Source: an optimization exercise on an open RTL-to-GDS flow (aim: small area, a short achievable clock period and few clock cycles per item). Production flows keep margins and buffers that such runs may drop. The RTL was checked by simulation tests, not by an equivalence proof against the original design. No activity file was given, so power comes from the tool's default toggle rates.

run 1:
==> flow/design.v <==
module lora_tx_encoder (
    input  wire        clk,
    input  wire        rst,           
    input  wire        start,
    input  wire [3:0]  cfg_sf,        
    input  wire [3:0]  cfg_ppm,       
    input  wire [2:0]  cfg_rdd,       
    input  wire        cfg_explicit,  
    input  wire        nib_valid,
    output wire        nib_ready,
    input  wire [3:0]  nib_data,
    output wire        sym_valid,
    input  wire        sym_ready,
    output wire [15:0] sym_data
);
    localparam [63:0] SEED_N = 64'hE85C2EFFFFFFFFFF;
    localparam [63:0] SEED_1 = 64'hF8ECFEEFEFEFEFEF;
    reg  [2:0]  sh;                   
    reg  [3:0]  wsel;                 
    reg  [3:0]  pm1;                  
    reg  [2:0]  bw1;                  
    reg         rdd1;                 
    reg         expl;
    reg  [11:0] bp [0:7];             
    reg  [3:0]  j;                    
    reg         b_hdr;                
    reg         b_hdr_out;            
    reg         b_full;
    reg         reseed;               
    reg  [2:0]  skip;                 
    reg         fresh;                
    reg         nr;                   
    reg  [63:0] s;
    reg         widx;
    reg  [11:0] ap [0:7];             
    reg  [2:0]  k;                    
    reg         a_full;
    wire [3:0] d   = nib_data;
    wire       plain = b_hdr && expl && (j < 4'd5);
    wire [7:0] skey = fresh ? SEED_N[39:32] : (widx ? s[7:0] : s[39:32]);
    wire [7:0] key = skey & {8{!plain}};
    wire       b4  = d[0] ^ d[1] ^ d[2] ^ (d[3] & !b_hdr & rdd1);
    wire [7:0] cw  = {d[0] ^ d[2] ^ d[3], d[0] ^ d[1] ^ d[3], d[1] ^ d[2] ^ d[3], b4, d} ^ key;
    wire       accept = nib_valid && nr;
    wire       b_last = (j == pm1);
    assign nib_ready = nr;
    wire       a_last = (k == 3'd0);
    wire       sel_b  = !a_full || a_last;      
    wire       a_en   = a_full ? sym_ready : b_full;
    wire       xfer   = b_full && (!a_full || (a_last && sym_ready));
    reg [11:0] anext [0:6];
    integer p;
    always @* begin
        for (p = 0; p < 7; p = p + 1)
            anext[p] = sel_b ? bp[p] : {ap[p+1][wsel], ap[p+1][11:1]};
    end
    reg [11:0] g;
    integer q;
    always @* begin
        g[11] = anext[0][11];
        for (q = 10; q >= 0; q = q - 1)
            g[q] = g[q+1] ^ anext[0][q];
        for (q = 0; q < 12; q = q + 1)
            if (q < wsel) g[q] = 1'b0;
    end
    wire [11:0] sym_n = g >> sh;
    assign sym_valid = a_full;
    assign sym_data  = {4'd0, ap[0]};
    wire       a_full_n = xfer || (a_full && !(a_last && sym_ready));
    wire       b_full_n = (accept && b_last) || (b_full && !xfer);
    wire       reseed_n = accept && b_last && b_hdr && rdd1;
    wire [2:0] skip_n   = reseed ? nskip[3:1] : (skip != 3'd0) ? skip - 3'd1 : 3'd0;
    wire [3:0] nskip    = pm1 + 4'd1 - (expl ? 4'd5 : 4'd0);    
    wire [3:0] ppm_in   = (cfg_ppm == 4'd0) ? cfg_sf : cfg_ppm;
    function [63:0] step(input [63:0] r);
        step = {r[39:32] ^ r[31:24] ^ r[23:16] ^ r[7:0], r[63:8]};
    endfunction
    integer i;
    always @(posedge clk) begin
        if (accept)
            for (i = 0; i < 8; i = i + 1)
                bp[i] <= {cw[i], bp[i][11:1]};
        if (a_en) begin
            ap[0] <= sym_n;
            for (i = 1; i < 7; i = i + 1)
                ap[i] <= anext[i];
            ap[7] <= bp[7];
            k <= sel_b ? (b_hdr_out ? 3'd7 : bw1) : k - 3'd1;
        end
        if (fresh)
            s <= SEED_N;
        else if (reseed)
            s <= SEED_1;
        else if (skip != 3'd0 || (accept && !plain && widx))
            s <= step(s);
        if (rst) begin
            a_full <= 1'b0;
            b_full <= 1'b0;
            reseed <= 1'b0;
            skip   <= 3'd0;
            fresh  <= 1'b0;
            nr     <= 1'b0;
        end else if (start) begin
            sh     <= 3'd4 - cfg_sf[2:0];       
            wsel   <= 4'd12 - ppm_in;
            pm1    <= ppm_in - 4'd1;
            bw1    <= 3'd3 + cfg_rdd;
            rdd1   <= (cfg_rdd == 3'd1);
            expl   <= cfg_explicit;
            a_full <= 1'b0;
            b_full <= 1'b0;
            reseed <= 1'b0;
            skip   <= 3'd0;
            fresh  <= 1'b1;
            nr     <= 1'b1;
            b_hdr  <= 1'b1;
            b_hdr_out <= 1'b1;
            j      <= 4'd0;
            widx   <= 1'b0;
        end else begin
            fresh  <= 1'b0;
            a_full <= a_full_n;
            b_full <= b_full_n;
            reseed <= reseed_n;
            skip   <= skip_n;
            nr     <= (!b_full_n || !a_full_n) && !reseed_n && (skip_n == 3'd0);
            if (xfer)
                b_hdr_out <= 1'b0;
            if (accept) begin
                if (!plain)
                    widx <= ~widx;
                if (b_last) begin
                    j     <= 4'd0;
                    b_hdr <= 1'b0;
                end else begin
                    j <= j + 4'd1;
                end
            end
            if (reseed)
                widx <= nskip[0];
        end
    end
endmodule
export LEC_CHECK = 0
export CAP_MARGIN = 20
export CORE_MARGIN = 2
export CORE_UTILIZATION = 40
export SLEW_MARGIN = 20
create_clock -name core_clock -period 14.0 [get_ports {clk}]
standard.sh (not shown) runs the stock make flow with config.mk's settings and CLKGATE_MAP_FILE= SYNTH_SCRIPT=/design/flow/synth_recipe.tcl, a recipe that flattens the netlist after the stock synthesis.
==> flow/flow/run.sh <==
#!/bin/bash
# Standard layout, with repair_timing asked to leave extra setup slack so that
# the achieved period (clock period less setup slack) comes out short.
set -euo pipefail
bash standard.sh SETUP_SLACK_MARGIN=9.6 ABC_AREA=1 CTS_CLUSTER_SIZE=24 CTS_CLUSTER_DIAMETER=120 finish > make.log 2>&1
Testbench counts of run 1, summed over its fixed seeds: cycles 7,660, symbols 5,535.
#### Input delta (run 2 over run 1)
==> flow/run.sh (new file) <==
#!/bin/bash
# synth_recipe.tcl (not shown) runs the flow's synth.tcl, then flattens the netlist and writes it again
# the make line also repeats each setting of config.mk as NAME=value (left out here)
make -C /OpenROAD-flow-scripts/flow DESIGN_CONFIG=/design/flow/config.mk WORK_HOME=/design/flow/orfs CLKGATE_MAP_FILE= SYNTH_SCRIPT=/design/flow/synth_recipe.tcl finish
removed: flow/flow/run.sh
removed: flow/standard.sh
--- outcome ---
- Run 2 was carried through to the last stage, and its layout satisfied the timing, DRC and antenna checks.
- Delta (run 2 minus run 1): total number of cells along the worst setup path fell 2, overall power of the completed layout went up 18%, wire length on met3 lost 27%, fraction of the mapped netlist area in adder cells shows no meaningful change, post-layout worst setup margin went down.
- Compared with run 1, in run 2 via count decreased 490; utilization +1.2 points.
--- input diff run 2..run 3 ---
==> flow/flow/run.sh (new file) <==
#!/bin/bash
# Standard layout, with repair_timing asked to leave extra setup slack so that
# the achieved period (clock period less setup slack) comes out short.
set -euo pipefail
bash standard.sh SETUP_SLACK_MARGIN=10.4 ABC_AREA=1 'BUFFER_PORTS_ARGS=-buffer_cell sky130_fd_sc_hd__buf_2' CTS_CLUSTER_SIZE=24 CTS_CLUSTER_DIAMETER=120 finish > make.log 2>&1
==> flow/standard.sh (new file) <==
#!/bin/bash
# synth_recipe.tcl (not shown) runs the flow's synth.tcl, then flattens the netlist and writes it again
# the make line also repeats each setting of config.mk as NAME=value (left out here)
make -C /OpenROAD-flow-scripts/flow DESIGN_CONFIG=/design/flow/config.mk WORK_HOME=/design/flow/orfs CLKGATE_MAP_FILE= SYNTH_SCRIPT=/design/flow/synth_recipe.tcl "${@:-finish}"
removed: flow/run.sh
- Run 3: full flow OK, the timing, DRC and antenna checks passed
- Register fraction of the total cell area delta for run 3 relative to run 2: 0.99 points higher
- Run 3: final wirelength about 9% above run 2
- When the final numbers for run 2 and run 3 were put side by side, the net count of the finished layout turned out to be greater in run 3.
- | actual transition at the worst max-transition pin | higher: run 2 |
- Changes observed in run 3 relative to run 2: post-route standard cell area excluding fillers shrank by about 1.7%; area after synthesis fell by 0.99%.
- Run 2 ended up with primary input to flip-flop as its type of the worst setup path; run 3 ended up with flip-flop to output port.
Input changes introduced in run 4 (baseline for comparison: run 3):
==> flow/flow/run.sh <==
#!/bin/bash
# Standard layout, with repair_timing asked to leave extra setup slack so that
# the achieved period (clock period less setup slack) comes out short.
set -euo pipefail
bash standard.sh SETUP_SLACK_MARGIN=10 ABC_AREA=1 CTS_BUF_LIST=sky130_fd_sc_hd__clkbuf_8 finish > make.log 2>&1
Results
- Fmax (run 4 vs. run 3) decreases by a few percent
- Compared with run 3, in run 4 number of distinct library cells after synthesis held; total wire length after detailed routing went down about 0.8%.
Input changes introduced in run 5 (baseline for comparison: run 4):
==> flow/flow/run.sh <==
#!/bin/bash
# Standard layout, with repair_timing asked to leave extra setup slack so that
# the achieved period (clock period less setup slack) comes out short.
set -euo pipefail
bash standard.sh SETUP_SLACK_MARGIN=12 finish > make.log 2>&1
Findings:
Initial antenna violation count of run 5 is on par with run 4. Summary — level count of the clock H-tree, run 5 relative to run 4: lower, by 1. Cmp run 5 vs run 4: global-route wire length before repair higher in run 5. Comparing number of buffers inserted by post-CTS setup repair for run 5 and run 4, the smaller number came from run 4. Against run 4, run 5 comes in 0.00028 W higher on total power.
> inputs changed (run 5 -> run 6)
diff --git a/flow/flow/run.sh b/flow/flow/run.sh
--- a/flow/flow/run.sh
+++ b/flow/flow/run.sh
@@ -4,2 +4,2 @@
 set -euo pipefail
-bash standard.sh SETUP_SLACK_MARGIN=12 finish > make.log 2>&1
+bash standard.sh SETUP_SLACK_MARGIN=10 ABC_AREA=1 finish > make.log 2>&1
Notes after the runs:
[run 6] share of the final layout cell area in multi-input gates fell 6.8 points relative to run 5
In run 6, the arrival time at the worst endpoint came out 0.09 ns above the value in run 5.
Compared run 6 vs run 5, and headroom to the max-slew limit is up in run 6.
The area after synthesis in run 6 sits about 1% below the value recorded for run 5.
Clock insertion delay at the later pin of the skew report of run 6 is on par with run 5.
Highest clock frequency the design can meet sits lower in run 6 than in run 5.

[separate check: timing with driven ports]
Ports are ideal in the flow. The routed layouts listed here were re-timed in OpenROAD.
Step 1 (the two cells are an assumption about what drives the block):
set clk [get_ports {clk}]
set_driving_cell -lib_cell sky130_fd_sc_hd__clkbuf_16 $clk
set_driving_cell -lib_cell sky130_fd_sc_hd__buf_2 [delete_from_list [all_inputs] $clk]
Step 2 also shifts input and output timing later by t, the mid clock arrival at the registers, as if the neighbouring blocks saw the same clock.
a / b / c = ideal ports / drivers / drivers and shift; a / b = the first two.
run	t (ns)	setup WS [ns]	worst setup path at the end	clock arrival spread, ns	slew at the worst register clock pin (ns)
run 1	0.535	9.694 / 9.648 / 9.184	input to register	0.028 / 0.028	0.10 / 0.10
run 2	0.595	9.106 / 9.131 / 8.536	input to register	0.026 / 0.026	0.06 / 0.06
run 3	0.540	10.172 / 10.124 / 9.930	input to register	0.026 / 0.026	0.10 / 0.10
run 4	0.592	10.041 / 9.996 / 9.497	input to register	0.040 / 0.040	0.07 / 0.07
run 5	0.602	10.137 / 10.086 / 9.717	input to register	0.017 / 0.018	0.06 / 0.06
run 6	0.590	10.052 / 10.002 / 9.524	input to register	0.013 / 0.014	0.06 / 0.06
After both steps every run listed still meets setup and hold. For run 2, which loses most, drivers alone change the setup slack by +0.025 ns; drivers and shift together by -0.570 ns.
